From an optimization exercise on the open Yosys and OpenROAD flow, aimed at small area; shortcuts taken in it are not production practice.
Function was checked by simulation only, so behaviour that the tests miss may differ from the original.
Power and IR drop assume default switching activity.

==> v25: inputs <==
// ws5_fdc
module ws5_fdc (
    input  wire        clk,
    input  wire        rst,
    input  wire        in_valid,
    input  wire [7:0]  in_byte,
    output wire        in_ready,
    input  wire        bus_req,
    input  wire        bus_we,
    input  wire [8:0]  bus_addr,
    input  wire [1:0]  bus_size,
    input  wire [31:0] bus_wdata,
    output wire [31:0] bus_rdata,
    output wire        bus_err,
    output wire        irq
);
    reg [7*32-1:0] sh_q;        
    reg            hdr7_q;      
    reg [5:0]      cnt_q;       
    reg            pend_q;
    reg            ev_ovf_q;
    reg            ev_rsy_q;
    reg [2:0]      ie_q;
    wire       acc_ok = (bus_size == 2'd2) && (bus_addr[1:0] == 2'b00);
    wire [6:0] word   = bus_addr[8:2];
    wire       rd_en  = bus_req && !bus_we && acc_ok && !rst;
    wire       wr_en  = bus_req &&  bus_we && acc_ok && !rst;
  ...
Settings: LEC_CHECK=0, CAP_MARGIN=20, CORE_MARGIN=2, CORE_UTILIZATION=40, PLACE_DENSITY=0.6, SLEW_MARGIN=20, SYNTH_HIERARCHICAL=1, SYNTH_MINIMUM_KEEP_SIZE=0; clock period 10.0 ns.
standard.sh (not shown) runs the stock make flow with config.mk's settings and CLKGATE_MAP_FILE= SYNTH_SCRIPT=/design/flow/synth_recipe.tcl, a recipe that flattens the netlist after the stock synthesis.
==> flow/flow/run.sh <==
#!/bin/bash
# The standard layout (standard.sh), with these changes:
#  - after the standard synthesis, every combinational cell gets the smallest
#    drive strength of its family (flow/downsize.py); placement's repair_design
#    then resizes or buffers where a net needs more drive;
#  - ports are buffered with sky130_fd_sc_hd__buf_1 (every port still gets its
#    own buffer);
#  - the clock tree is built from clkbuf_8 cells in clusters of up to 16 sinks,
#    without dummy loads.
# Each step's output goes to its own log here; ORFS keeps each tool's log under
# orfs/logs/.
set -euo pipefail
R=orfs/results/sky130hd/ws5_fdc/base
LIB="$FLOW_HOME/platforms/sky130hd/lib/sky130_fd_sc_hd__tt_025C_1v80.lib"
bash standard.sh synth > make_synth.log 2>&1
python3 flow/downsize.py "$LIB" "$R/1_2_yosys.v" > downsize.log 2>&1
rm -f "$R/1_synth.odb" "$R/1_synth.sdc"
bash standard.sh \
  "BUFFER_PORTS_ARGS=-buffer_cell sky130_fd_sc_hd__buf_1" \
  "CTS_ARGS=-sink_clustering_enable -repair_clock_nets -dont_use_dummy_load -buf_list sky130_fd_sc_hd__clkbuf_8 -sink_clustering_size 16 -sink_clustering_max_diameter 80" \
  finish > make_finish.log 2>&1
Other scripts of this flow, unchanged in this note and not shown: flow/flow/downsize.py
==> v28: changes against v25 <==
--- a/flow/design.v
+++ b/flow/design.v
@@ -50,17 +50,17 @@
         .rd_en(rd_en), .word(word), .pend(pend_q), .hdr7(hdr7_q),
         .s0(s0), .s1p(s1p), .s1n(s1n), .s1f(s1f), .s3(s3), .s4(s4), .s5(s5), .s8(s8),
         .f8(f8), .f9(f9), .f10(f10), .f11(f11), .f12(f12), .f13(f13), .f14(f14), .f15(f15),
         .f16(f16), .f17(f17), .f18(f18), .f19(f19), .f20(f20), .f21(f21),
         .hi(hi), .fen(fen));
     wire [7:6] frame_hi;
     wire [65:0] frame_low;
     ws5_fdc_frd u_frd (.en(fen), .k(word[4:0]), .cnt(cnt_q), .hdr7(hdr7_q),
-                       .x0n(!(f13 | f15)), .x1n(!(f12 | f14 | f18)), .x2n(!f11),
+                       .m0(pend_q && !hdr7_q), .x0n(!(f13 | f15)), .x1n(!(f12 | f14 | f18)), .x2n(!f11),
                        .sh(sh_q), .ql(frame_low), .q(frame_hi));
     wire [7:6] frame_val = {frame_hi[7], frame_hi[6] ^ (f14 | f15)};
     wire cnt_nz = cnt_q != 6'd0;
     ws5_fdc_rdmux u_rd (
         .s0(s0), .s1p(s1p), .s1n(s1n), .s1f(s1f), .s3(s3), .s4(s4), .s5(s5), .s8(s8),
         .f8(f8), .f9(f9), .f10(f10), .f11(f11), .f12(f12), .f13(f13), .f14(f14), .f15(f15),
         .f16(f16), .f17(f17), .f18(f18), .f19(f19), .f20(f20), .f21(f21),
         .hi(hi), .w(word[2:0]),
@@ -99,16 +99,17 @@
         ie_q     <= ie_d;
     end
 endmodule
 module ws5_fdc_frd (
     input  wire         en,
     input  wire [4:0]   k,
     input  wire [5:0]   cnt,
     input  wire         hdr7,
+    input  wire         m0,                  
     input  wire         x0n, x1n, x2n,       
     input  wire [223:0] sh,
     output wire [65:0]  ql,      
     output wire [7:6]   q
 );
     wire [4:0] pos;
     wire [5:1] c;
     assign pos[0] = ~(cnt[0] ^ k[0]);
@@ -124,18 +125,19 @@
     genvar p, b;
     generate
         for (p = 0; p < 4; p = p + 1) begin : g_pl
             assign pl_n[p] = !(pos[1:0] == p);
         end
         for (p = 0; p < 8; p = p + 1) begin : g_ph
             assign ph_n[p] = !(vis && (pos[4:2] == p));
         end
-        for (p = 0; p < 3; p = p + 1) begin : g_selx
-            ws5_fdc_oai21 u_sel (.a(pl_n[p % 4]), .b(ph_n[p / 4]), .c(p == 0 ? x0n : p == 1 ? x1n : x2n),
+        ws5_fdc_oai31 u_sel0 (.a(pl_n[0]), .b(ph_n[0]), .c(m0), .d(x0n), .y(sel[0]));
+        for (p = 1; p < 3; p = p + 1) begin : g_selx
+            ws5_fdc_oai21 u_sel (.a(pl_n[p % 4]), .b(ph_n[p / 4]), .c(p == 1 ? x1n : x2n),
                                  .y(sel[p]));
         end
         for (p = 3; p < 32; p = p + 1) begin : g_sel
             ws5_fdc_nor2 u_sel (.a(pl_n[p % 4]), .b(ph_n[p / 4]), .y(sel[p]));
         end
         for (b = 0; b < 7; b = b + 1) begin : g_bit
             wire [31:0] col;
             wire [10:0] n;
@@ -169,16 +171,19 @@
 endmodule
 module ws5_fdc_nor3 (input wire a, b, c, output wire y);
     assign y = ~(a | b | c);
 endmodule
 module ws5_fdc_fa (input wire a, b, ci, output wire s, co);
     assign s  = a ^ b ^ ci;
     assign co = (a & b) | (ci & (a ^ b));
 endmodule
+module ws5_fdc_oai31 (input wire a, b, c, d, output wire y);
+    assign y = ~((a | b | c) & d);
+endmodule
 module ws5_fdc_oai21 (input wire a, b, c, output wire y);
     assign y = ~((a | b) & c);
 endmodule
 module ws5_fdc_nand2 (input wire a, b, output wire y);
     assign y = ~(a & b);
 endmodule
 module ws5_fdc_nor2 (input wire a, b, output wire y);
     assign y = ~(a | b);
@@ -329,17 +334,17 @@
     assign push    = in_valid && !pend && !rst;
     wire   cnt_z   = (cnt == 6'd0);
     wire   restart = srst || in_byte[7] || cnt[5];           
     wire   at0     = restart || cnt_z;
     wire [5:0] cnt_inc = cnt + 6'd1;
     assign hdr7_p  = at0 ? in_byte[7] : hdr7;
     wire   bin_done = !restart && hdr7 && (cnt[4:0] == 5'd8);
     wire   asc_done = (in_byte == 8'h0D) && (at0 || !hdr7);
-    assign sh_in   = asc_done ? 7'h00 : in_byte[6:0];
+    assign sh_in   = in_byte[6:0];
     wire   clr     = srst || ack;
     assign cnt_d    = rst ? 6'd0 : push ? (restart ? 6'd1 : cnt_inc) : clr ? 6'd0 : cnt;
     assign pend_d   = rst ? 1'b0 : push ? (bin_done || asc_done) : clr ? 1'b0 : pend;
     assign ev_ovf_d = !rst && ((push && !in_byte[7] && !srst && cnt[5]) ||
                                (ev_ovf && !srst && !(wr_ev && wdata[0])));
     assign ev_rsy_d = !rst && ((push && in_byte[7] && !srst && !cnt_z) ||
                                (ev_rsy && !srst && !(wr_ev && wdata[1])));
     assign ie_d     = rst ? 3'b000 : wr_ie ? wdata : ie;
==> flow/flow/run.sh (replaced) <==
#!/bin/bash
# The standard layout (standard.sh), with these changes:
#  - after the standard synthesis, every combinational cell gets the smallest
#    drive strength of its family (flow/downsize.py); placement's repair_design
#    then resizes or buffers where a net needs more drive;
#  - ports are buffered with sky130_fd_sc_hd__buf_1 (every port still gets its
#    own buffer);
#  - the clock tree is built from clkbuf_4 cells in clusters of up to 8 sinks,
#    without dummy loads.
# Each step's output goes to its own log here; ORFS keeps each tool's log under
# orfs/logs/.
set -euo pipefail
R=orfs/results/sky130hd/ws5_fdc/base
LIB="$FLOW_HOME/platforms/sky130hd/lib/sky130_fd_sc_hd__tt_025C_1v80.lib"
bash standard.sh synth > make_synth.log 2>&1
python3 flow/downsize.py "$LIB" "$R/1_2_yosys.v" > downsize.log 2>&1
rm -f "$R/1_synth.odb" "$R/1_synth.sdc"
bash standard.sh \
  "BUFFER_PORTS_ARGS=-buffer_cell sky130_fd_sc_hd__buf_1" \
  "CTS_ARGS=-sink_clustering_enable -repair_clock_nets -dont_use_dummy_load -buf_list sky130_fd_sc_hd__clkbuf_4 -sink_clustering_size 8 -sink_clustering_max_diameter 50" \
  finish > make_finish.log 2>&1
CORE_UTILIZATION = 60   (was 40)
PLACE_DENSITY = 0.75   (was 0.6)
==> v10: changes against v25 <==
==> flow/flow/run.sh (replaced) <==
#!/bin/bash
# The standard layout (standard.sh), with these changes:
#  - after the standard synthesis, every combinational cell gets the smallest
#    drive strength of its family (flow/downsize.py); placement's repair_design
#    then resizes or buffers where a net needs more drive;
#  - ports are buffered with sky130_fd_sc_hd__buf_1 (every port still gets its
#    own buffer);
#  - the clock tree is built from clkbuf_4 cells in clusters of up to 10 sinks,
#    without dummy loads.
# Each step's output goes to its own log here; ORFS keeps each tool's log under
# orfs/logs/.
set -euo pipefail
R=orfs/results/sky130hd/ws5_fdc/base
LIB="$FLOW_HOME/platforms/sky130hd/lib/sky130_fd_sc_hd__tt_025C_1v80.lib"
bash standard.sh synth > make_synth.log 2>&1
python3 flow/downsize.py "$LIB" "$R/1_2_yosys.v" > downsize.log 2>&1
rm -f "$R/1_synth.odb" "$R/1_synth.sdc"
bash standard.sh \
  "BUFFER_PORTS_ARGS=-buffer_cell sky130_fd_sc_hd__buf_1" \
  "CTS_ARGS=-sink_clustering_enable -repair_clock_nets -dont_use_dummy_load -buf_list sky130_fd_sc_hd__clkbuf_4 -sink_clustering_size 10 -sink_clustering_max_diameter 60" \
  finish > make_finish.log 2>&1
CORE_UTILIZATION = 60   (was 40)
PLACE_DENSITY = 0.75   (was 0.6)
==> qor summary <==
GR peak layer: v25 met1; v10 met2; v28 met2
Comb pwr share: v25 4.7%; v10 4.8%; v28 5.2%
Post-detailed-placement cell area: v25 11400 sq um; v10 11240 sq um; v28 11180 sq um
Layout clock buffer count: v25 18; v10 28; v28 37
Total number of vias: v25 7886; v10 8129; v28 8205
Worst setup slack after placement: v25 1.446 ns; v10 1.461 ns; v28 1.199 ns
Clock-pin transition on the worst setup and hold timing paths: v25 0.10 ns; v10 0.11 ns; v28 0.08 ns
Worst vdd ir: v25 103.7 uV; v10 108.5 uV; v28 105.0 uV
Run status: v25 complete, no violations; v10 complete, no violations; v28 complete, no violations
Well Taps: v25 335; v10 225; v28 225
Minimum clock period: v25 8.609 ns; v10 8.711 ns; v28 8.926 ns
Cell Area, Synth: v25 10640 sq um; v10 10640 sq um; v28 10600 sq um
Clock network power: v25 0.453 mW; v10 0.420 mW; v28 0.479 mW
First-pass GRT wire length: v25 46350 um; v10 46720 um; v28 45820 um
Proportion of power drawn by flip-flops and latches: v25 68.5%; v10 69.9%; v28 67.2%
Iteration count of the initial detailed-routing pass: v25 10; v10 14; v28 9
Signal buffers: v25 81; v10 76; v28 76
Die extent in y: v25 167.1 um; v10 137.2 um; v28 136.9 um
Avg WL per Cell: v25 26.01 um; v10 28.43 um; v28 29.03 um
Via-per-instance ratio: v25 6.660; v10 7.527; v28 7.555
Setup WS post-layout: v25 1.391 ns; v10 1.289 ns; v28 1.074 ns
Post-route worst hold slack: v25 0.4212 ns; v10 0.4220 ns; v28 0.4145 ns
Total global-route track usage: v25 21.48%; v10 33.32%; v28 33.54%
Reported net switching power: v25 0.3794 mW; v10 0.3815 mW; v28 0.4087 mW

[static timing again, ports no longer ideal]
Ports are ideal in the flow. The routed layouts listed here were re-timed in OpenROAD.
Step 1: set_driving_cell puts a clkbuf_16 on clk and a buf_2 on each other input, an assumption about the parent block.
Step 2 moves the port delays by t, midway between the first and last clock arrival at a register: inputs arrive t later, outputs are due t later. That takes back most of the time a late clock gives input paths.
a / b / c = ideal ports / drivers / drivers and shift; a / b = the first two.
run	shift t [ns]	slack for setup (ns)	hold WS [ns]	pins driven straight from the clock port
v25	0.554	1.391 / 1.369 / 1.369	0.421 / 0.421 / 0.421	1
v28	0.646	1.074 / 1.050 / 1.050	0.414 / 0.414 / 0.414	1
v10	0.690	1.289 / 1.261 / 1.261	0.422 / 0.422 / 0.422	1
After both steps every run listed still meets setup and hold. For v10, which loses most, drivers alone change the setup slack by -0.028 ns; drivers and shift together by -0.028 ns.
